Source: an optimization exercise on an open RTL-to-GDS flow (aim: small area, a short achievable clock period and few clock cycles). Production flows keep margins and buffers that such runs may drop.
Where RTL was checked, it was by simulation tests only, not by an equivalence proof against the original.

==> module bmp_reduce_cadd, before the edit <==
module bmp_reduce_cadd (
    input  wire [7:0] v,
    input  wire       neg,
    input  wire [5:0] mag,
    output wire [7:0] r
);
    wire [8:0] dif = {1'b0, v} - {3'b0, mag};
    wire [8:0] sum = {1'b0, v} + {3'b0, mag};
    assign r = neg ? (dif[8] ? 8'd0 : dif[7:0]) : (sum[8] ? 8'd255 : sum[7:0]);
endmodule
Settings: LEC_CHECK=0, CAP_MARGIN=20, CORE_MARGIN=2, CORE_UTILIZATION=60, CTS_CLUSTER_DIAMETER=80, CTS_CLUSTER_SIZE=30, SLEW_MARGIN=20; clock period 46.0 ns.
standard.sh (not shown) runs the stock make flow with config.mk's settings and CLKGATE_MAP_FILE= SYNTH_SCRIPT=/design/flow/synth_recipe.tcl, a recipe that flattens the netlist after the stock synthesis.
==> flow/flow/run.sh <==
#!/bin/bash
# Standard layout, but the port buffers are buf_2 cells instead of the
# buffer_ports default (clkdlybuf4s50_1), which is slower and larger.
set -euo pipefail
export BUFFER_PORTS_ARGS="-buffer_cell sky130_fd_sc_hd__buf_2"
bash standard.sh > flow_standard.log 2>&1
Change:
--- a/flow/design.v
+++ b/flow/design.v
@@ -1208,9 +1208,8 @@
     input  wire [7:0] v,
     input  wire       neg,
     input  wire [5:0] mag,
     output wire [7:0] r
 );
-    wire [8:0] dif = {1'b0, v} - {3'b0, mag};
-    wire [8:0] sum = {1'b0, v} + {3'b0, mag};
-    assign r = neg ? (dif[8] ? 8'd0 : dif[7:0]) : (sum[8] ? 8'd255 : sum[7:0]);
+    wire [8:0] s = {1'b0, v} + ({3'b0, mag} ^ {9{neg}}) + {8'd0, neg};
+    assign r = s[8] ? {8{!neg}} : s[7:0];
 endmodule
Worst hold slack degrades by 0.0042 ns; cell count went down by 4.2%; global-route usage goes down by 0.65 points; first-iteration DRC count drops by 11%; setup slack is better by 0.0052 ns; wire length is lower by 3.5%.
Testbench counts after the change, summed over its fixed seeds: cycles 30,096.
No functional check of the RTL was part of the first run of this note.

--- another note on this design; it stands on its own ---

## job 9735
==> flow/design.v (excerpt) <==
module bmp_reduce #(
    parameter MAXW = 128
) (
    input  wire       clk,
    input  wire       rst,
    input  wire       start,
    input  wire [7:0] cfg_width,      
    input  wire       cfg_bpp4,       
    input  wire [1:0] cfg_dither,     
    input  wire [6:0] cfg_bright,     
    input  wire [6:0] cfg_contrast,   
    input  wire       cfg_order,      
    input  wire       cfg_invert,     
    input  wire       in_valid,
    output wire       in_ready,
    input  wire [7:0] in_b,
    input  wire [7:0] in_g,
    input  wire [7:0] in_r,
    output reg        out_valid,
    input  wire       out_ready,
    output wire [7:0] out_data
);
Size: roughly 3,700 cells after synthesis, about 1,100 flip-flops, about 66 I/O pins, ~42,000 µm² of cells after synthesis.
export LEC_CHECK = 0
export CAP_MARGIN = 20
export CORE_MARGIN = 2
export CORE_UTILIZATION = 40
export SLEW_MARGIN = 20
create_clock -name core_clock -period 46.0 [get_ports {clk}]
run.sh (not shown) runs the stock make flow with config.mk's settings and CLKGATE_MAP_FILE= SYNTH_SCRIPT=/design/flow/synth_recipe.tcl, a recipe that flattens the netlist after the stock synthesis.
Job 9735 | stages: all done | timing, DRC, antenna: all pass
Testbench counts of job 9735, summed over its fixed seeds: cycles 30,136.
The following lists how job 8421 was set up differently from job 9735:
# job 9735
export LEC_CHECK = 0
export CAP_MARGIN = 20
export CORE_MARGIN = 2
export CORE_UTILIZATION = 40
export SLEW_MARGIN = 20
create_clock -name core_clock -period 46.0 [get_ports {clk}]
# job 8421
export LEC_CHECK = 0
export CAP_MARGIN = 20
export CORE_MARGIN = 2
export CORE_UTILIZATION = 60
export CTS_BUF_LIST = sky130_fd_sc_hd__clkbuf_8
export CTS_CLUSTER_DIAMETER = 60
export CTS_CLUSTER_SIZE = 20
export SLEW_MARGIN = 20
create_clock -name core_clock -period 46.0 [get_ports {clk}]
## What came out
Across job 9735 and job 8421, none had a timing, DRC or antenna violation.
Job 8421 against job 9735: fmax shrank by about 1.3%, non-clock buffer count saw a decrease, slack of the critical path decreased 0.14 ns.
Job 8421 vs. job 9735: ratio of routed vias to standard cells went up by 0.58.
Going from job 9735 to job 8421, number of clock buffer instances in the layout shrank by more than a quarter.
Job 8421 vs job 9735, instance count: job 8421 lower
#### Input delta (job 1354 over job 8421)
# job 8421
export LEC_CHECK = 0
export CAP_MARGIN = 20
export CORE_MARGIN = 2
export CORE_UTILIZATION = 60
export CTS_BUF_LIST = sky130_fd_sc_hd__clkbuf_8
export CTS_CLUSTER_DIAMETER = 60
export CTS_CLUSTER_SIZE = 20
export SLEW_MARGIN = 20
create_clock -name core_clock -period 46.0 [get_ports {clk}]
# job 1354
export LEC_CHECK = 0
export CAP_MARGIN = 20
export CORE_MARGIN = 2
export CORE_UTILIZATION = 60
export CTS_CLUSTER_DIAMETER = 80
export CTS_CLUSTER_SIZE = 30
export SLEW_MARGIN = 20
create_clock -name core_clock -period 46.0 [get_ports {clk}]
==> flow/flow/run.sh (new file) <==
#!/bin/bash
# Standard layout, but the port buffers are buf_2 cells instead of the
# buffer_ports default (clkdlybuf4s50_1), which is slower and larger.
set -euo pipefail
export BUFFER_PORTS_ARGS="-buffer_cell sky130_fd_sc_hd__buf_2"
bash standard.sh > flow_standard.log 2>&1
==> flow/standard.sh (new file) <==
#!/bin/bash
# synth_recipe.tcl (not shown) runs the flow's synth.tcl, then flattens the netlist and writes it again
# the make line also repeats each setting of config.mk as NAME=value (left out here)
make -C /OpenROAD-flow-scripts/flow DESIGN_CONFIG=/design/flow/config.mk WORK_HOME=/design/flow/orfs CLKGATE_MAP_FILE= SYNTH_SCRIPT=/design/flow/synth_recipe.tcl "${@:-finish}"
removed: flow/run.sh
[summary]
Worst setup path endpoint: out_valid -> job 1354, in_ready -> job 8421. Diff job 8421 -> job 1354: overall via count from detail_route has remained practically unchanged, non-clock buffer count climbed 4. On biggest fanout along the worst timing path, job 1354 and job 8421 are basically level.

## what the ideal ports hide
In the flow no input, the clock included, has a driving cell. The finished layouts below were timed again as built, in two steps. Step 1 sets driving cells, clkbuf_16 on the clock port and buf_2 on the other inputs (assumed; they add their load-dependent delay and slew). Step 2 times the ports against the registers' clock, not the clock port: input delays grow and output delays shrink by t, the midpoint of the rising clock arrivals with the driver on. a / b / c = no drivers / after step 1 / after step 2; a / b = the first two.
run | t (ns) | setup WS [ns] | worst hold slack (ns) | worst setup path after step 2
the first run of note 1 | 0.694 | 35.634 / 35.569 / 35.543 | 0.327 / 0.327 / 0.327 | input to register
the second run of note 1 | 0.691 | 35.639 / 35.577 / 35.307 | 0.323 / 0.323 / 0.323 | input to register
job 9735 | 0.712 | 35.222 / 35.160 / 34.761 | 0.311 / 0.311 / 0.311 | input to register
job 8421 | 0.757 | 35.080 / 35.018 / 34.659 | 0.293 / 0.293 / 0.293 | input to register
job 1354 | 0.683 | 35.597 / 35.534 / 35.053 | 0.323 / 0.323 / 0.323 | input to register
After both steps setup and hold are still met in every run listed. The setup slack of job 1354, which loses most, moves by -0.063 ns with the drivers and by -0.544 ns with both steps.
